This design comes from an exercise in tuning for a short achievable clock period and few clock cycles per item on the open sky130 flow, not from production work. Only simulation tests tie the RTL to the original design; equivalence was not proved. Power is estimated from default activity; no workload was simulated.

==> flow/design.v <==
module upxl_cpm_sel (
  input  wire [1:0]  kind,
  input  wire [7:0]  order,
  input  wire        nelem4,
  output reg  [15:0] sel,
  output wire        bsel
);
  integer q, k;
  reg taken;
  always @(*) begin
    sel = 16'h0;
    for (q = 0; q < 4; q = q + 1) begin
      taken = 1'b0;
      for (k = 3; k >= 0; k = k - 1) begin
        if ((k < 3 || nelem4) && (q < 3 || nelem4) &&
            order[2*k +: 2] == q && !taken) begin
          sel[4*q + k] = 1'b1;
          taken = 1'b1;
        end
      end
    end
    if (kind == 2'd1)
      sel[15:12] = 4'h0;
  end
  assign bsel = (kind == 2'd1);
endmodule
module upxl_cpm (
  input  wire [31:0] color,
  input  wire [15:0] sel,
  input  wire        bsel,
  input  wire [7:0]  bright,
  output reg  [31:0] bytes_out
);
  wire [31:0] samples = {color[31:24], color[7:0], color[15:8], color[23:16]};
  integer q, k;
  always @(*) begin
    bytes_out = 32'h0;
    for (q = 0; q < 4; q = q + 1)
      for (k = 0; k < 4; k = k + 1)
        bytes_out[8*q +: 8] = bytes_out[8*q +: 8] | ({8{sel[4*q + k]}} & samples[8*k +: 8]);
    bytes_out[31:24] = bytes_out[31:24] | ({8{bsel}} & bright);
  end
endmodule
module upxl_crc32 (
  input  wire [31:0] x,
  output wire [31:0] y
);
  assign y[0] = ((((x[0] ^ x[1]) ^ (x[2] ^ x[3])) ^ ((x[4] ^ x[6]) ^ (x[7] ^ x[8]))) ^ (((x[16] ^ x[20]) ^ (x[22] ^ x[23])) ^ x[26]));
  assign y[1] = ((((x[1] ^ x[2]) ^ (x[3] ^ x[4])) ^ ((x[5] ^ x[7]) ^ (x[8] ^ x[9]))) ^ (((x[17] ^ x[21]) ^ (x[23] ^ x[24])) ^ x[27]));
  assign y[2] = ((((x[0] ^ x[2]) ^ (x[3] ^ x[4])) ^ ((x[5] ^ x[6]) ^ (x[8] ^ x[9]))) ^ (((x[10] ^ x[18]) ^ (x[22] ^ x[24])) ^ (x[25] ^ x[28])));
  assign y[3] = ((((x[1] ^ x[3]) ^ (x[4] ^ x[5])) ^ ((x[6] ^ x[7]) ^ (x[9] ^ x[10]))) ^ (((x[11] ^ x[19]) ^ (x[23] ^ x[25])) ^ (x[26] ^ x[29])));
  assign y[4] = ((((x[2] ^ x[4]) ^ (x[5] ^ x[6])) ^ ((x[7] ^ x[8]) ^ (x[10] ^ x[11]))) ^ (((x[12] ^ x[20]) ^ (x[24] ^ x[26])) ^ (x[27] ^ x[30])));
  assign y[5] = ((((x[0] ^ x[3]) ^ (x[5] ^ x[6])) ^ ((x[7] ^ x[8]) ^ (x[9] ^ x[11]))) ^ (((x[12] ^ x[13]) ^ (x[21] ^ x[25])) ^ ((x[27] ^ x[28]) ^ x[31])));
  assign y[6] = ((((x[0] ^ x[2]) ^ (x[3] ^ x[9])) ^ ((x[10] ^ x[12]) ^ (x[13] ^ x[14]))) ^ (((x[16] ^ x[20]) ^ (x[23] ^ x[28])) ^ x[29]));
  assign y[7] = ((((x[1] ^ x[3]) ^ (x[4] ^ x[10])) ^ ((x[11] ^ x[13]) ^ (x[14] ^ x[15]))) ^ (((x[17] ^ x[21]) ^ (x[24] ^ x[29])) ^ x[30]));
  assign y[8] = ((((x[0] ^ x[2]) ^ (x[4] ^ x[5])) ^ ((x[11] ^ x[12]) ^ (x[14] ^ x[15]))) ^ (((x[16] ^ x[18]) ^ (x[22] ^ x[25])) ^ (x[30] ^ x[31])));
  assign y[9] = ((((x[0] ^ x[2]) ^ (x[4] ^ x[5])) ^ ((x[7] ^ x[8]) ^ (x[12] ^ x[13]))) ^ (((x[15] ^ x[17]) ^ (x[19] ^ x[20])) ^ (x[22] ^ x[31])));
  assign y[10] = ((((x[0] ^ x[2]) ^ (x[4] ^ x[5])) ^ ((x[7] ^ x[9]) ^ (x[13] ^ x[14]))) ^ ((x[18] ^ x[21]) ^ (x[22] ^ x[26])));
  assign y[11] = ((((x[1] ^ x[3]) ^ (x[5] ^ x[6])) ^ ((x[8] ^ x[10]) ^ (x[14] ^ x[15]))) ^ ((x[19] ^ x[22]) ^ (x[23] ^ x[27])));
  assign y[12] = ((((x[2] ^ x[4]) ^ (x[6] ^ x[7])) ^ ((x[9] ^ x[11]) ^ (x[15] ^ x[16]))) ^ ((x[20] ^ x[23]) ^ (x[24] ^ x[28])));
  assign y[13] = ((((x[0] ^ x[3]) ^ (x[5] ^ x[7])) ^ ((x[8] ^ x[10]) ^ (x[12] ^ x[16]))) ^ (((x[17] ^ x[21]) ^ (x[24] ^ x[25])) ^ x[29]));
  assign y[14] = ((((x[0] ^ x[1]) ^ (x[4] ^ x[6])) ^ ((x[8] ^ x[9]) ^ (x[11] ^ x[13]))) ^ (((x[17] ^ x[18]) ^ (x[22] ^ x[25])) ^ (x[26] ^ x[30])));
  assign y[15] = ((((x[1] ^ x[2]) ^ (x[5] ^ x[7])) ^ ((x[9] ^ x[10]) ^ (x[12] ^ x[14]))) ^ (((x[18] ^ x[19]) ^ (x[23] ^ x[26])) ^ (x[27] ^ x[31])));
  assign y[16] = ((((x[1] ^ x[4]) ^ (x[7] ^ x[10])) ^ ((x[11] ^ x[13]) ^ (x[15] ^ x[16]))) ^ (((x[19] ^ x[22]) ^ (x[23] ^ x[24])) ^ ((x[26] ^ x[27]) ^ x[28])));
  assign y[17] = ((((x[2] ^ x[5]) ^ (x[8] ^ x[11])) ^ ((x[12] ^ x[14]) ^ (x[16] ^ x[17]))) ^ (((x[20] ^ x[23]) ^ (x[24] ^ x[25])) ^ ((x[27] ^ x[28]) ^ x[29])));
  assign y[18] = ((((x[0] ^ x[3]) ^ (x[6] ^ x[9])) ^ ((x[12] ^ x[13]) ^ (x[15] ^ x[17]))) ^ (((x[18] ^ x[21]) ^ (x[24] ^ x[25])) ^ ((x[26] ^ x[28]) ^ (x[29] ^ x[30]))));
  assign y[19] = (((((x[0] ^ x[1]) ^ (x[4] ^ x[7])) ^ ((x[10] ^ x[13]) ^ (x[14] ^ x[16]))) ^ (((x[18] ^ x[19]) ^ (x[22] ^ x[25])) ^ ((x[26] ^ x[27]) ^ (x[29] ^ x[30])))) ^ x[31]);
  assign y[20] = (((((x[0] ^ x[3]) ^ (x[4] ^ x[5])) ^ ((x[6] ^ x[7]) ^ (x[11] ^ x[14]))) ^ (((x[15] ^ x[16]) ^ (x[17] ^ x[19])) ^ ((x[22] ^ x[27]) ^ (x[28] ^ x[30])))) ^ x[31]);
  assign y[21] = ((((x[0] ^ x[2]) ^ (x[3] ^ x[5])) ^ ((x[12] ^ x[15]) ^ (x[17] ^ x[18]))) ^ (((x[22] ^ x[26]) ^ (x[28] ^ x[29])) ^ x[31]));
  assign y[22] = ((((x[2] ^ x[7]) ^ (x[8] ^ x[13])) ^ ((x[18] ^ x[19]) ^ (x[20] ^ x[22]))) ^ ((x[26] ^ x[27]) ^ (x[29] ^ x[30])));
  assign y[23] = ((((x[0] ^ x[3]) ^ (x[8] ^ x[9])) ^ ((x[14] ^ x[19]) ^ (x[20] ^ x[21]))) ^ (((x[23] ^ x[27]) ^ (x[28] ^ x[30])) ^ x[31]));
  assign y[24] = ((((x[2] ^ x[3]) ^ (x[6] ^ x[7])) ^ ((x[8] ^ x[9]) ^ (x[10] ^ x[15]))) ^ (((x[16] ^ x[21]) ^ (x[23] ^ x[24])) ^ ((x[26] ^ x[28]) ^ (x[29] ^ x[31]))));
  assign y[25] = ((((x[1] ^ x[2]) ^ (x[6] ^ x[9])) ^ ((x[10] ^ x[11]) ^ (x[17] ^ x[20]))) ^ (((x[23] ^ x[24]) ^ (x[25] ^ x[26])) ^ ((x[27] ^ x[29]) ^ x[30])));
  assign y[26] = ((((x[2] ^ x[3]) ^ (x[7] ^ x[10])) ^ ((x[11] ^ x[12]) ^ (x[18] ^ x[21]))) ^ (((x[24] ^ x[25]) ^ (x[26] ^ x[27])) ^ ((x[28] ^ x[30]) ^ x[31])));
  assign y[27] = (((((x[0] ^ x[1]) ^ (x[2] ^ x[6])) ^ ((x[7] ^ x[11]) ^ (x[12] ^ x[13]))) ^ (((x[16] ^ x[19]) ^ (x[20] ^ x[23])) ^ ((x[25] ^ x[27]) ^ (x[28] ^ x[29])))) ^ x[31]);
  assign y[28] = ((((x[0] ^ x[4]) ^ (x[6] ^ x[12])) ^ ((x[13] ^ x[14]) ^ (x[16] ^ x[17]))) ^ (((x[21] ^ x[22]) ^ (x[23] ^ x[24])) ^ ((x[28] ^ x[29]) ^ x[30])));
  assign y[29] = ((((x[0] ^ x[1]) ^ (x[5] ^ x[7])) ^ ((x[13] ^ x[14]) ^ (x[15] ^ x[17]))) ^ (((x[18] ^ x[22]) ^ (x[23] ^ x[24])) ^ ((x[25] ^ x[29]) ^ (x[30] ^ x[31]))));
  assign y[30] = ((((x[3] ^ x[4]) ^ (x[7] ^ x[14])) ^ ((x[15] ^ x[18]) ^ (x[19] ^ x[20]))) ^ (((x[22] ^ x[24]) ^ (x[25] ^ x[30])) ^ x[31]));
  assign y[31] = ((((x[0] ^ x[1]) ^ (x[2] ^ x[3])) ^ ((x[5] ^ x[6]) ^ (x[7] ^ x[15]))) ^ (((x[19] ^ x[21]) ^ (x[22] ^ x[25])) ^ x[31]));
endmodule
module upxl_crc32_init (
  input  wire [1:0]  p,
  output reg  [31:0] m_init
);
  always @(*) begin
    case (p)
      2'd0: m_init = 32'hDEBB20E3;
      2'd1: m_init = 32'h00BE26ED;
      2'd2: m_init = 32'hBE26ED00;
      2'd3: m_init = 32'h2DFD1072;
    endcase
  end
endmodule
module upxl_encoder (
  input  wire        clk,
  input  wire        rst,
  input  wire        cmd_valid,
  output wire        cmd_ready,
  input  wire [1:0]  cmd_kind,
  input  wire [7:0]  cmd_chan,
  input  wire [7:0]  cmd_order,
  input  wire        cmd_nelem4,
  input  wire [7:0]  cmd_bright,
  input  wire [31:0] cmd_freq,
  input  wire [15:0] cmd_npix,
  input  wire        pix_valid,
  output wire        pix_ready,
  input  wire [31:0] pix_color,
  output reg         out_valid,
  input  wire        out_ready,
  output reg  [31:0] out_data,
  output reg  [2:0]  out_nbytes,
  output reg         out_last,
  output reg         done,
  output reg  [2:0]  done_flags,
  output reg  [11:0] done_len
);
  localparam DQ = 8;      
  localparam GQ = 4;      
  localparam PQ = 4;      
  localparam RQ = 16;     
  localparam OD = 8;      
  localparam GW = 2 + 8 + 8 + 1 + 8 + 32 + 10 + 2 + 16 + 1;
  integer i;
  function gtc16(input [15:0] x, input [15:0] c);
    integer j;
    reg eq;
    begin
      gtc16 = 1'b0;
      eq = 1'b1;
      for (j = 15; j >= 0; j = j - 1) begin
        if (eq && x[j] && !c[j]) gtc16 = 1'b1;
        eq = eq && (x[j] == c[j]);
      end
    end
  endfunction
  function [11:0] add12(input [11:0] a, input [11:0] b);
    reg [11:0] g, p, gg, pp;
    integer j, d;
    begin
      g = a & b;
      p = a ^ b;
      gg = g;
      pp = p;
      for (d = 1; d < 12; d = d * 2)
        for (j = 11; j >= d; j = j - 1) begin
          gg[j] = gg[j] | (pp[j] & gg[j-d]);
          pp[j] = pp[j] & pp[j-d];
        end
      add12 = p ^ {gg[10:0], 1'b0};
    end
  endfunction
  function [9:0] dec10(input [9:0] x);
    integer j;
    begin
      for (j = 0; j < 10; j = j + 1)
        dec10[j] = x[j] ^ ~(|(x & ((10'd1 << j) - 10'd1)));
    end
  endfunction
  function [DQ-1:0] rot_dq(input [DQ-1:0] x); rot_dq = {x[DQ-2:0], x[DQ-1]}; endfunction
  function [GQ-1:0] rot_gq(input [GQ-1:0] x); rot_gq = {x[GQ-2:0], x[GQ-1]}; endfunction
  function [PQ-1:0] rot_pq(input [PQ-1:0] x); rot_pq = {x[PQ-2:0], x[PQ-1]}; endfunction
  function [RQ-1:0] rot_rq(input [RQ-1:0] x); rot_rq = {x[RQ-2:0], x[RQ-1]}; endfunction
  function [OD-1:0] rot_od(input [OD-1:0] x); rot_od = {x[OD-2:0], x[OD-1]}; endfunction
  reg        cmd_ready_r;
  assign cmd_ready = cmd_ready_r;
  reg        v_valid;
  reg [1:0]  v_kind;
  reg [7:0]  v_chan, v_order, v_bright;
  reg        v_nelem4;
  reg [31:0] v_freq;
  reg [15:0] v_npix;
  wire        v_ovf0  = (v_kind == 2'd0) && (v_nelem4 ? gtc16(v_npix, 16'd512) : gtc16(v_npix, 16'd682));
  wire        v_ovf1  = (v_kind == 2'd1) && gtc16(v_npix, 16'd510);
  wire        v_eord  = (v_kind == 2'd1) && !v_nelem4;
  wire [2:0]  v_flags = (v_kind == 2'd3) ? 3'b100 : {1'b0, v_eord, v_ovf0 | v_ovf1};
  wire        v_e4    = v_nelem4 || v_kind != 2'd0;
  wire [15:0] v_sel;
  wire        v_bsel;
  upxl_cpm_sel u_sel (
    .kind   (v_kind),
    .order  (v_order),
    .nelem4 (v_nelem4),
    .sel    (v_sel),
    .bsel   (v_bsel)
  );
  reg          w_valid, w_ok, w_haspx;
  reg [2:0]    w_flags;
  reg [1:0]    w_kind;
  reg          w_e4;
  reg [9:0]    w_npix;
  reg [11:0]   w_n3;           
  reg [GW-1:0] w_gq;
  reg          x_valid, x_ok;
  reg [2:0]    x_flags;
  reg [11:0]   x_len;
  wire [11:0]  w_nplus = add12({2'b0, w_npix}, (w_kind == 2'd1) ? 12'd4 : 12'd3);
  wire [11:0]  w_len   = (w_kind == 2'd2) ? 12'd14 :
                         w_e4 ? {w_nplus[9:0], 2'b10} :
                                add12(w_n3, 12'd14);
  reg [DQ-1:0]    dq_isf;
  reg [3*DQ-1:0]  dq_flags;
  reg [12*DQ-1:0] dq_len;
  reg [DQ-1:0]    dq_wr, dq_rd;
  reg [DQ:0]      dq_n;                  
  reg             dq_h_isf;
  reg [2:0]       dq_h_flags;
  reg [11:0]      dq_h_len;
  always @(*) begin
    dq_h_isf = 1'b0; dq_h_flags = 3'd0; dq_h_len = 12'd0;
    for (i = 0; i < DQ; i = i + 1) begin
      dq_h_isf   = dq_h_isf   | (dq_rd[i] & dq_isf[i]);
      dq_h_flags = dq_h_flags | ({3{dq_rd[i]}} & dq_flags[3*i +: 3]);
      dq_h_len   = dq_h_len   | ({12{dq_rd[i]}} & dq_len[12*i +: 12]);
    end
  end
  reg [GW*GQ-1:0] gq;
  reg [GQ-1:0]    gq_wr, gq_rd;
  reg [GQ:0]      gq_n;
  reg [GW-1:0]    gq_head;
  always @(*) begin
    gq_head = {GW{1'b0}};
    for (i = 0; i < GQ; i = i + 1)
      gq_head = gq_head | ({GW{gq_rd[i]}} & gq[GW*i +: GW]);
  end
  reg [10*PQ-1:0] pq;
  reg [PQ-1:0]    pq_wr, pq_rd;
  reg [PQ:0]      pq_n;
  reg [9:0]       pq_head;
  always @(*) begin
    pq_head = 10'd0;
    for (i = 0; i < PQ; i = i + 1)
      pq_head = pq_head | ({10{pq_rd[i]}} & pq[10*i +: 10]);
  end
  reg         pix_ready_r;
  assign pix_ready = pix_ready_r;
  wire        pix_take = pix_valid && pix_ready_r;
  reg  [9:0]  cur;             
  reg  [2:0]  cur_is;          
  reg         pin_v;
  reg  [31:0] pin_d;
  reg  [32*RQ-1:0] rq;
  reg  [RQ-1:0] rq_wr, rq_rd;
  reg  [RQ:0]   rq_n;
  reg  [31:0]   h0, h1;
  reg  [1:0]    hv;            
  wire [RQ-1:0] rq_rd1 = rot_rq(rq_rd);
  reg  [31:0]   ra, rb;        
  always @(*) begin
    ra = 32'd0; rb = 32'd0;
    for (i = 0; i < RQ; i = i + 1) begin
      ra = ra | ({32{rq_rd[i]}}  & rq[32*i +: 32]);
      rb = rb | ({32{rq_rd1[i]}} & rq[32*i +: 32]);
    end
  end
  reg        gs_idle, gs_w1, gs_w2, gs_body, gs_fin;    
  reg [1:0]  f_kind;
  reg [7:0]  f_chan, f_order, f_bright;
  reg        f_e4;
  reg [31:0] f_freq;
  reg [9:0]  f_npix;
  reg [15:0] f_sel;
  reg        f_bsel;
  reg [3:0]  f_poh;           
  reg [31:0] f_minit;         
  reg [23:0] acc;
  reg [1:0]  accn;
  reg [9:0]  rem;
  reg [2:0]  rem_is;          
  reg        gen_ok;          
  reg        g_v, g_first, g_lastb, g_fin;
  reg [31:0] g_d;
  reg [31:0] g_prev;          
  reg [3:0]  g_poh;
  reg        s1_v, s1_first, s1_lastb, s1_fin;
  reg [31:0] s1_d, s1_mw, s1_minit;
  reg [3:0]  s1_poh;
  reg        s2_v, s2_lastb, s2_fin;
  reg [31:0] s2_d;
  reg [3:0]  s2_poh;
  reg [31:0] crc;
  reg [36*OD-1:0] oq;
  reg [OD-1:0] oq_wr, oq_rd;
  reg [OD:0]   oq_n;
  reg [OD:0]   cu_n;           
  reg [3:0]    fr_n;           
  reg [35:0]   oq_head;
  always @(*) begin
    oq_head = 36'd0;
    for (i = 0; i < OD; i = i + 1)
      oq_head = oq_head | ({36{oq_rd[i]}} & oq[36*i +: 36]);
  end
  wire [3:0]  h_poh = 4'b0001 << gq_head[18:17];
  wire [31:0] h_minit;
  upxl_crc32_init u_init (.p(gq_head[18:17]), .m_init(h_minit));
  wire [31:0] px0, px1;
  upxl_cpm u_cpm0 (.color(h0), .sel(f_sel), .bsel(f_bsel), .bright(f_bright), .bytes_out(px0));
  upxl_cpm u_cpm1 (.color(h1), .sel(f_sel), .bsel(f_bsel), .bright(f_bright), .bytes_out(px1));
  wire [7:0] s0 = px0[7:0];
  wire [7:0] s1 = px0[15:8];
  wire [7:0] s2 = px0[23:16];
  wire [7:0] s3 = f_e4 ? px0[31:24] : px1[7:0];
  wire [7:0] s4 = px1[15:8];
  wire [7:0] s5 = px1[23:16];
  reg [31:0] wlane;         
  reg [15:0] nacc;          
  always @(*) begin
    case (accn)
      2'd0: begin wlane = {s3, s2, s1, s0};         nacc = {s5, s4}; end
      2'd1: begin wlane = {s2, s1, s0, acc[7:0]};   nacc = {s4, s3}; end
      2'd2: begin wlane = {s1, s0, acc[15:0]};      nacc = {s3, s2}; end
      default: begin wlane = {s0, acc[23:0]};       nacc = {s2, s1}; end
    endcase
  end
  wire rem0 = rem_is[0];
  wire rem1 = rem_is[1];
  wire av1  = hv[0];
  wire av2  = hv[1];
  wire b_take2 = !f_e4 && accn == 2'd0 && !rem1 && av2;
  wire b_emit  = rem0 || ((!f_e4 && accn == 2'd0) ? (rem1 ? av1 : av2) : av1);
  wire b_lastb = rem0 || (!f_e4 && rem1 && av1 && !accn[1]);
  wire b_go    = gen_ok && gs_body;
  wire [1:0] kpop = !b_go || rem0 ? 2'd0 : b_take2 ? 2'd2 : av1 ? 2'd1 : 2'd0;
  wire gq_pop = gen_ok && gs_idle && gq_n[0];
  wire emit   = gen_ok && (gs_w1 || gs_w2 || gs_fin || (gs_idle && gq_n[0]) || (gs_body && b_emit));
  wire [1:0] hk   = (kpop == 2'd0) ? hv : (kpop == 2'd1) ? {1'b0, hv[1]} : 2'b00;
  wire [1:0] rtake = hk[1] ? 2'd0 : hk[0] ? {1'b0, rq_n[0]} : (rq_n[1] ? 2'd2 : {1'b0, rq_n[0]});
  always @(posedge clk) begin
    if (cmd_ready_r) begin
      v_kind   <= cmd_kind;
      v_chan   <= cmd_chan;
      v_order  <= cmd_order;
      v_nelem4 <= cmd_nelem4;
      v_bright <= cmd_bright;
      v_freq   <= cmd_freq;
      v_npix   <= cmd_npix;
    end
    w_ok    <= (v_flags == 3'b000);
    w_flags <= v_flags;
    w_haspx <= (v_flags == 3'b000) && !v_kind[1] && (v_npix != 16'd0);
    w_kind  <= v_kind;
    w_e4    <= v_e4;
    w_npix  <= v_npix[9:0];
    w_n3    <= add12({2'b0, v_npix[9:0]}, {1'b0, v_npix[9:0], 1'b0});
    w_gq    <= {v_kind, v_chan, v_order, v_e4, v_bright, v_freq, v_npix[9:0],
                v_e4 ? 2'd2 : v_npix[1:0] - 2'd2, v_sel, v_bsel};
    x_ok    <= w_ok;
    x_flags <= w_flags;
    x_len   <= w_len;
    pin_d   <= pix_color;
    for (i = 0; i < DQ; i = i + 1)
      if (x_valid && dq_wr[i]) begin
        dq_isf[i]          <= x_ok;
        dq_flags[3*i +: 3] <= x_flags;
        dq_len[12*i +: 12] <= x_len;
      end
    for (i = 0; i < GQ; i = i + 1)
      if (w_valid && w_ok && gq_wr[i])
        gq[GW*i +: GW] <= w_gq;
    for (i = 0; i < PQ; i = i + 1)
      if (w_valid && w_haspx && pq_wr[i])
        pq[10*i +: 10] <= w_npix;
    for (i = 0; i < RQ; i = i + 1)
      if (pin_v && rq_wr[i])
        rq[32*i +: 32] <= pin_d;
    for (i = 0; i < OD; i = i + 1)
      if (s2_v && oq_wr[i])
        oq[36*i +: 36] <= {s2_fin, s2_nb, s2_word};
    h0 <= hk[0] ? ((kpop == 2'd0) ? h0 : h1) : ra;
    h1 <= hk[1] ? h1 : hk[0] ? ra : rb;
    if (gs_idle) begin
      {f_kind, f_chan, f_order, f_e4, f_bright, f_freq, f_npix} <= gq_head[GW-1:19];
      f_poh   <= h_poh;
      f_minit <= h_minit;
      f_sel  <= gq_head[16:1];
      f_bsel <= gq_head[0];
    end
    g_first <= gs_idle;
    g_lastb <= gs_body && b_lastb;
    g_fin   <= gs_fin;
    g_poh   <= gs_idle ? h_poh : f_poh;
    if (gs_idle)
      g_d <= 32'h4C585055;           
    else if (gs_w1)
      case (f_kind)
        2'd0: g_d <= {f_order, 5'd0, f_e4 ? 3'd4 : 3'd3, 8'h01, f_chan};
        2'd1: g_d <= {f_freq[15:0], 8'h03, f_chan};
        default: g_d <= {f_freq[15:0], 8'h04, f_chan};
      endcase
    else if (gs_w2)
      g_d <= {8'h00, f_order, f_freq[31:16]};
    else
      g_d <= wlane;
    if (gs_w1 || gs_w2) begin
      accn      <= 2'd2;
      acc[15:0] <= (f_kind == 2'd2) ? f_freq[31:16] : {6'd0, f_npix};
      rem       <= (f_kind == 2'd2) ? 10'd0 : f_npix;
      rem_is    <= (f_kind == 2'd2) ? 3'b001 :
                   {f_npix == 10'd2, f_npix == 10'd1, f_npix == 10'd0};
    end else if (b_go) begin
      case (kpop)
        2'd0: ;
        2'd1: begin
          rem    <= dec10(rem);
          rem_is <= {rem == 10'd3, rem == 10'd2, rem == 10'd1};
        end
        default: begin
          rem    <= {dec10({1'b0, rem[9:1]}), rem[0]};
          rem_is <= {rem == 10'd4, rem == 10'd3, rem == 10'd2};
        end
      endcase
      if (f_e4) begin
        if (av1 && !rem0) acc[15:0] <= nacc;
      end else if (!rem0) begin
        case (accn)
          2'd0: if (av2 && !rem1) begin acc[15:0] <= nacc; accn <= 2'd2; end
                else if (av1)     begin acc <= wlane[23:0]; accn <= 2'd3; end
          2'd1: if (av1) accn <= 2'd0;
          2'd2: if (av1) begin acc[15:0] <= nacc; accn <= 2'd1; end
          default: if (av1) begin acc[15:0] <= nacc; accn <= 2'd2; end
        endcase
      end
    end
    s1_first <= g_first;
    s1_lastb <= g_lastb;
    s1_fin   <= g_fin;
    s1_d     <= g_d;
    s1_poh   <= g_poh;
    s1_mw    <= mw_word;
    s1_minit <= f_minit;
    s2_lastb <= s1_lastb;
    s2_fin   <= s1_fin;
    s2_d     <= s1_d;
    s2_poh   <= s1_poh;
    if (s1_v && !s1_fin)
      crc <= (s1_first ? s1_minit : m_crc) ^ s1_mw;
    if (!out_valid || out_ready)
      {out_last, out_nbytes, out_data} <= oq_head;
    if (rst) begin
      cmd_ready_r <= 1'b1;
      v_valid <= 1'b0;
      w_valid <= 1'b0;
      x_valid <= 1'b0;
      dq_wr <= 1; dq_rd <= 1; dq_n <= 0;
      gq_wr <= 1; gq_rd <= 1; gq_n <= 0;
      pq_wr <= 1; pq_rd <= 1; pq_n <= 0;
      pix_ready_r <= 1'b0;
      cur    <= 10'd0;
      cur_is <= 3'b001;
      pin_v  <= 1'b0;
      rq_wr <= 1; rq_rd <= 1; rq_n <= 0;
      hv     <= 2'b00;
      {gs_fin, gs_body, gs_w2, gs_w1, gs_idle} <= 5'b00001;
      gen_ok <= 1'b1;
      g_v    <= 1'b0;
      g_prev <= 32'd0;
      s1_v   <= 1'b0;
      s2_v   <= 1'b0;
      oq_wr <= 1; oq_rd <= 1; oq_n <= 0;
      cu_n   <= 0;
      fr_n   <= 0;
      out_valid <= 1'b0;
      done   <= 1'b0;
    end else begin : run
      reg       dq_pop, oq_pop, pq_pop, cur_load;
      reg [1:0] s_in;
      v_valid <= cmd_valid && cmd_ready_r;
      w_valid <= v_valid;
      x_valid <= w_valid;
      s_in = {1'b0, v_valid} + {1'b0, w_valid} + {1'b0, cmd_ready_r};
      cmd_ready_r <= !gq_n[GQ - 1 - s_in] && !pq_n[PQ - 1 - s_in] &&
                     !dq_n[DQ - 1 - s_in - x_valid];
      if (x_valid) dq_wr <= rot_dq(dq_wr);
      if (w_valid && w_ok) gq_wr <= rot_gq(gq_wr);
      if (w_valid && w_haspx) pq_wr <= rot_pq(pq_wr);
      dq_pop = 1'b0;
      done   <= 1'b0;
      if (dq_n[0]) begin
        if (!dq_h_isf) begin
          dq_pop = 1'b1;
          done       <= 1'b1;
          done_flags <= dq_h_flags;
          done_len   <= 12'd0;
        end else if (fr_n[0]) begin
          dq_pop = 1'b1;
          done       <= 1'b1;
          done_flags <= 3'd0;
          done_len   <= dq_h_len;
        end
      end
      if (dq_pop) dq_rd <= rot_dq(dq_rd);
      case ({x_valid, dq_pop})
        2'b10: dq_n <= {dq_n[DQ-1:0], 1'b1};
        2'b01: dq_n <= {1'b0, dq_n[DQ:1]};
        default: ;
      endcase
      case ({out_valid && out_ready && out_last, dq_pop && dq_h_isf})
        2'b10: fr_n <= {fr_n[2:0], 1'b1};
        2'b01: fr_n <= {1'b0, fr_n[3:1]};
        default: ;
      endcase
      cur_load = pq_n[0] && (cur_is[0] || (cur_is[1] && pix_take));
      pq_pop   = cur_load;
      if (cur_load) begin
        cur    <= pq_head;
        cur_is <= {pq_head == 10'd2, pq_head == 10'd1, 1'b0};
      end else if (pix_take) begin
        cur    <= dec10(cur);
        cur_is <= {cur == 10'd3, cur == 10'd2, cur == 10'd1};
      end
      pix_ready_r <= !rq_n[RQ-3] &&
                     (cur_load || !(cur_is[0] || (cur_is[1] && pix_take)));
      if (pq_pop) pq_rd <= rot_pq(pq_rd);
      case ({w_valid && w_haspx, pq_pop})
        2'b10: pq_n <= {pq_n[PQ-1:0], 1'b1};
        2'b01: pq_n <= {1'b0, pq_n[PQ:1]};
        default: ;
      endcase
      pin_v <= pix_take;
      if (pin_v) rq_wr <= rot_rq(rq_wr);
      case (rtake)
        2'd1: rq_rd <= rq_rd1;
        2'd2: rq_rd <= rot_rq(rq_rd1);
        default: ;
      endcase
      case ({pin_v, rtake})
        {1'b1, 2'd0}: rq_n <= {rq_n[RQ-1:0], 1'b1};
        {1'b0, 2'd1}: rq_n <= {1'b0, rq_n[RQ:1]};
        {1'b0, 2'd2}: rq_n <= {2'b0, rq_n[RQ:2]};
        {1'b1, 2'd2}: rq_n <= {1'b0, rq_n[RQ:1]};
        default: ;
      endcase
      hv <= {hk[1] | (hk[0] & rq_n[0]) | rq_n[1], hk[0] | rq_n[0]};
      if (gq_pop) gq_rd <= rot_gq(gq_rd);
      case ({w_valid && w_ok, gq_pop})
        2'b10: gq_n <= {gq_n[GQ-1:0], 1'b1};
        2'b01: gq_n <= {1'b0, gq_n[GQ:1]};
        default: ;
      endcase
      if (gen_ok) begin
        if (gs_idle && gq_n[0]) begin gs_idle <= 1'b0; gs_w1 <= 1'b1; end
        if (gs_w1) begin
          gs_w1 <= 1'b0;
          if (f_kind == 2'd1) gs_w2 <= 1'b1; else gs_body <= 1'b1;
        end
        if (gs_w2) begin gs_w2 <= 1'b0; gs_body <= 1'b1; end
        if (gs_body && b_lastb) begin gs_body <= 1'b0; gs_fin <= 1'b1; end
        if (gs_fin) begin gs_fin <= 1'b0; gs_idle <= 1'b1; end
      end
      g_v  <= emit;
      if (g_v) g_prev <= g_fin ? 32'd0 : g_d;
      s1_v <= g_v;
      s2_v <= s1_v;
      oq_pop = (!out_valid || out_ready) && oq_n[0];
      if (!out_valid || out_ready)
        out_valid <= oq_n[0];
      if (s2_v) oq_wr <= rot_od(oq_wr);
      if (oq_pop) oq_rd <= rot_od(oq_rd);
      case ({s2_v, oq_pop})
        2'b10: oq_n <= {oq_n[OD-1:0], 1'b1};
        2'b01: oq_n <= {1'b0, oq_n[OD:1]};
        default: ;
      endcase
      case ({emit, oq_pop})
        2'b10: cu_n <= {cu_n[OD-1:0], 1'b1};
        2'b01: cu_n <= {1'b0, cu_n[OD:1]};
        default: ;
      endcase
      gen_ok <= oq_pop ? !cu_n[OD-1] : !cu_n[OD-2];
    end
  end
  wire [31:0] cw = ({32{g_poh[0]}} & g_d) |
                   ({32{g_poh[1]}} & {g_d[23:0], g_prev[31:24]}) |
                   ({32{g_poh[2]}} & {g_d[15:0], g_prev[31:16]}) |
                   ({32{g_poh[3]}} & {g_d[7:0],  g_prev[31:8]});
  wire [31:0] mw_word, m_crc;
  upxl_crc32 u_mw (.x(cw),  .y(mw_word));
  upxl_crc32 u_mc (.x(crc), .y(m_crc));
  wire [31:0] crc_v = ~crc;
  reg  [31:0] s2_word;
  reg  [2:0]  s2_nb;
  always @(*) begin
    s2_word = s2_d;
    s2_nb   = 3'd4;
    if (s2_fin) begin
      s2_word = ({32{s2_poh[0]}} & crc_v) |
                ({32{s2_poh[1]}} & {8'h0,  crc_v[31:8]}) |
                ({32{s2_poh[2]}} & {16'h0, crc_v[31:16]}) |
                ({32{s2_poh[3]}} & {24'h0, crc_v[31:24]});
      s2_nb = {s2_poh[0], s2_poh[1] | s2_poh[2], s2_poh[1] | s2_poh[3]};
    end else if (s2_lastb) begin
      s2_word = ({32{s2_poh[0]}} & s2_d) |
                ({32{s2_poh[1]}} & {crc_v[7:0],  s2_d[23:0]}) |
                ({32{s2_poh[2]}} & {crc_v[15:0], s2_d[15:0]}) |
                ({32{s2_poh[3]}} & {crc_v[23:0], s2_d[7:0]});
    end
  end
endmodule
==> flow/run.sh <==
#!/bin/bash
# synth_recipe.tcl (not shown) runs the flow's synth.tcl, then flattens the netlist and writes it again
# the make line also repeats each setting of config.mk as NAME=value (left out here)
make -C /OpenROAD-flow-scripts/flow DESIGN_CONFIG=/design/flow/config.mk WORK_HOME=/design/flow/orfs CLKGATE_MAP_FILE= SYNTH_SCRIPT=/design/flow/synth_recipe.tcl finish
==> flow/config.mk <==
export PLATFORM = sky130hd
export DESIGN_NAME = upxl_encoder
export DESIGN_NICKNAME = upxl_encoder
export VERILOG_FILES = /design/flow/design.v
export SDC_FILE = /design/flow/constraint.sdc
export NUM_CORES = 4
export LEC_CHECK = 0
export ABC_CLOCK_PERIOD_IN_PS = 2500
export CAP_MARGIN = 20
export CORE_MARGIN = 2
export CORE_UTILIZATION = 40
export CTS_CLUSTER_SIZE = 30
export PLACE_DENSITY = 0.6
export SETUP_SLACK_MARGIN = 2.0
export SLEW_MARGIN = 20
export TNS_END_PERCENT = 5
==> flow/constraint.sdc <==
create_clock -name core_clock -period 5.0 [get_ports {clk}]
set_input_delay 1.0000 -clock core_clock [delete_from_list [all_inputs] [get_ports {clk}]]
set_output_delay 1.0000 -clock core_clock [all_outputs]
set_load 0.01 [all_outputs]
==> run summary <==
stage by stage:
step                      cell area (um2)  hold WS, ns  setup WS, ns
after global placement              92200        0.312          1.31
after global routing                99700        0.287          1.91
after CTS                           99500        0.287          1.90
after detailed placement            92300        0.312          1.14
final                               99700        0.283          2.07
after floorplan                     87900        0.310          1.79
how the worst max path moves through the flow:
stage | from | endpoint | slack, ns | depth (start not counted)
after floorplan | gs_idle | cu_n[7] | 1.79 | 10
after global placement | dq_rd[0] | dq_n[7] | 1.31 | 8
after detailed placement | dq_rd[0] | dq_n[0] | 1.14 | 7
after CTS | accn[1] | rq_n[8] | 1.90 | 12
after global routing | dq_rd[0] | dq_n[0] | 1.91 | 7
final | accn[1] | rq_n[12] | 2.07 | 12
synth_stat cells (17+ instances only):
cell type,instances
inv_1,72
xor2_2,20
buf_2,31
nor2_1,357
edfxtp_1,1681
buf_4,17
mux2i_1,85
xor2_1,128
nand4_1,56
nor2b_1,44
o21ai_1,17
a22oi_1,800
a21oi_1,260
a222oi_1,52
nand3_1,127
and2_1,36
buf_1,81
ha_1,49
a22o_1,154
a211oi_1,50
dfxtp_1,504
o22ai_1,48
a31oi_1,30
o21ai_0,85
clkbuf_1,299
nand2b_1,21
nand2_1,316
a22oi_2,20
xnor2_1,332
xnor2_2,30
a221oi_1,149
nor3_1,60
cell usage in the layout, fill, tap and decap left out, types with 30 or more instances in the layout:
master              n
a211oi_1           50
a21oi_1           258
a221oi_1          142
a222oi_1           52
a22o_1            154
a22oi_1           799
a31oi_1            30
buf_4              97
clkbuf_1           49
clkbuf_16         217
clkdlybuf4s50_1   165
clkinv_1           30
clkinv_2           49
dfxtp_1           474
edfxtp_1         1681
ha_1               41
inv_1              70
mux2i_1            85
nand2_1           309
nand3_1           125
nand4_1            56
nor2_1            356
nor2b_1            38
nor3_1             60
o21ai_0            76
o22ai_1            48
xnor2_1           332
xnor2_2            30
xor2_1            128
per-layer routing:
metal | share of wire [%] | routed length, um
met4 | 2.9 | 6850
met3 | 8.2 | 19500
met2 | 46 | 110000
met1 | 43 | 102000
met5 | 0.013 | 32
what timing repair did:
item | in CTS | in global routing
endpoints found under the setup margin | 57 | 59
pin swaps | 0 | 2
cloned | 0 | 0
setup buffers | 5 | 8
gates resized for setup | 11 | 4
sequential cells by signal, indices dropped and copies added (netlist names), 17 cells and up:
| register | count |
|---|---|
| acc | 24 |
| crc | 32 |
| dq_flags | 24 |
| dq_len | 96 |
| f_freq | 32 |
| g_d | 32 |
| g_prev | 24 |
| gq | 352 |
| h0 | 32 |
| h1 | 32 |
| oq | 288 |
| out_data | 32 |
| pin_d | 32 |
| pq | 40 |
| rq | 512 |
| rq_n | 17 |
| s1_d | 32 |
| s1_mw | 32 |
| s2_d | 32 |
| v_freq | 32 |
| w_gq | 78 |
cell type report:
| type | instances | area [um2] |
|---|---|---|
| inverters | 78 | 293 |
| multi-input cells | 3550 | 25300 |
| clock inverters | 122 | 1290 |
| fillers | 18900 | 118000 |
| flip-flops and latches | 2185 | 60600 |
| diodes | 1 | 2.50 |
| well taps | 2854 | 3570 |
| repair buffers | 279 | 2700 |
| clock buffers | 287 | 5900 |
logic make-up (layout without fill, tap and decap cells):
family | after synthesis | after routing | share of synthesized area, %
other | 0 | 1 | 0
AND/OR/NAND/NOR | 1117 | 1117 | 5.94
flip-flops | 2185 | 2185 | 69.2
buffers and inverters | 510 | 766 | 2.33
adder cells (fa/ha/maj) | 52 | 52 | 0.769
XOR/XNOR | 520 | 520 | 5.83
multiplexers | 102 | 102 | 1.22
AO/OA/AOI/OAI | 1759 | 1759 | 14.8
power groups by stage:
stage	Sequential, uW	Clock [uW]	Combinational [uW]
floorplan	24000	0	14900
global placement	25800	0	19200
detailed placement	25900	0	19400
CTS	25500	16500	19600
global route	25700	17200	21300
finish	25500	16200	19800
worst max-delay path, delay by kind of cell, from the launching register on:
kind	cells	cell delay (ns)
fa+ha+maj	2	0.44
simple gates	4	0.80
flops	1	0.36
mux	1	0.32
compound gates	3	0.66
buf+inv	2	0.18
==> summary.md <==
| Metric | Value |
|---|---|
| Outcome | no timing/DRC/antenna violations |
| Initial antenna violation count | 6 |
| Maximum fanout along the worst path | 15 |
| Final Total Pwr | 61,500 uW |
| Nets | 6,475 |
| Detail-routed via count per cell | 5.88 |
| Reg2reg start | accn[1] |
| Cell accounting for the most synthesized area | edfxtp_1 |
| Crit start category | flip-flop |
| Die Ht | 472 um |
| Root buf cell | clkbuf_16 |
| Top cells by area, synth | edfxtp_1 (58%), dfxtp_1 (12%), a22oi_1 (6.9%) |
| Leak pwr | 0.0327 uW |
| Die span in x | 472 um |
| Initial Util | 40.3% |
| Hold Crit Class | reg2reg |
| Worst slew pin tran | 1.13 ns |
| Top-area cell type share of the netlist area | 57.6% |
| Placed Cells | 8,932 |
| Slew headroom | 24.6% |
| Reg clk slew, reported paths | 0.06 ns |
| Hold wc startpoint | s1_d[26] |
| Period utilization | 58.6% |
| Final core occ | 45.9% |
| Pint | 40,000 uW |
| Final cell count without fillers | 9,356 |
| Crit path required time | 5.73 ns |
| DR WL/cell | 25.5 um |
| GRT Resource Usage Total | 20.7% |
| Post-synthesis async set-or-reset flop share | 0% |
| FF-to-FF setup slack | 2.07 ns |
| Setup Skew | 0.117 ns |
| Max VDD drop | 0.452 mV |
| Vias | 55,100 |
| Slowest stage delay, CP | 0.42 ns |
| Cell area power density | 617 nW/um2 |
| Pin count of the biggest net entering global routing | 99 |
| Worst Hold Path EP | s2_d[26] |
| First-pass GRT wire length | 352,000 um |
| Vias in the first global route | 53,900 |
| RSZ-0062 raised after global routing | true |
| Final wirelength | 238,000 um |
| Hold_buf cts | 0 |
| Type of the worst setup path | reg2reg |
| Final Setup Violations | 0 |
| 1st-pass router iterations | 11 |
| Main synth FF type | edfxtp_1 |
| Hold Vio Cnt, Final | 0 |
| Layout cells sized above 1 | 10.7% |
| Fin. max-slew vios | 0 |
| Total of max-cap violations | 0 |
| Grt peak-use layer | met2 |
| Sw Ratio | 34.9% |
| R2R Path End | rq_n[12] |
| Global-route track usage on met3 | 3.54% |
| Clock Power Share | 26.4% |
| Cells on worst reg2reg path | 12 |
| Met1 Use GR | 29.2% |
| Port bufs | 166 |
| Die footprint | 223,000 um2 |
| Clk sinks | 2,185 |
| Bufs on Longest Clock Path | 3 |
| Cell variety after synth | 75 |
| Mapped Nets | 6,409 |
| Fin crit period | 2.93 ns |
| Post-synth EDFFs | 1,681 |
| Sequential Power Share | 41.5% |
| Hold path cells | 0 |
| Crit path DAT | 3.66 ns |
| H-tree depth | 4 |
| Top cell by count, worst path | ha_4 |
| CTS tree | built |
| DP HPWL | 145,000 um |
| M2 GR Usage | 32.7% |
| Synth warn | 4 |
| Num CTS Buffers | 217 |
| IO Pins | 167 |
| Placer Congestion | 0.879 |
| Post-Syn Area per Cell | 14.0 um2 |
| Clk Latency, worst-skew pair | 0.92 ns |
| Slowest CP cell | or3b_4 |
| Total core area | 217,000 um2 |
| Starting DRC count in detailed routing | 7,028 |
| Area delta synth->final | 13.8% |
| Kind of end point of the critical path | flip-flop |
| Cell area after synthesis | 87,600 um2 |
| Routed Antenna Nets | 0 |
| Residual DRC | 0 |
| Seq cells post-synth | 2,185 |
| Setup TNS | 0 ns |
| Max Fclk | 0.342 GHz |
| Post-synthesis sequential area ratio | 69.2% |
| Synth Instances | 6,245 |
| CP cell instances | inv_2 > ha_4 > or3b_4 > a21oi_2 > nand2b_2 > nand2_1 > nand3_2 > inv_1 > ha_4 > mux2_4 > a222oi_1 > a211oi_1 |
| Switching power | 21,500 uW |
| Overflow after GRT | 0 |
| Row count | 171 |
| Comb pwr share | 32.1% |
Testbench counts, summed over its fixed seeds: cycles 50,028, bytes 180,206.

afterwards: timing with drivers on the ports:
The results above use ideal ports. As a check the final layout listed here was re-extracted and re-timed, cells and wires unchanged.
Step 1 (the two cells are an assumption about what drives the block):
set clk [get_ports {clk}]
set_driving_cell -lib_cell sky130_fd_sc_hd__clkbuf_16 $clk
set_driving_cell -lib_cell sky130_fd_sc_hd__buf_2 [delete_from_list [all_inputs] $clk]
Step 2, shift: input delay + t, output delay - t, t = (earliest + latest rising clock arrival at the registers) / 2. This alone moves slack from input paths to output paths.
Three values: no drivers, after step 1, after step 2; two values: the first two.
t, ns: 0.955
slack for setup (ns): 2.072 / 2.001 / 1.196
worst setup path after step 2: input to register
cell pins on the clock port's net: 1
After both steps setup and hold are still met in this run. The setup slack of this run moves by -0.071 ns with the drivers and by -0.876 ns with both steps.
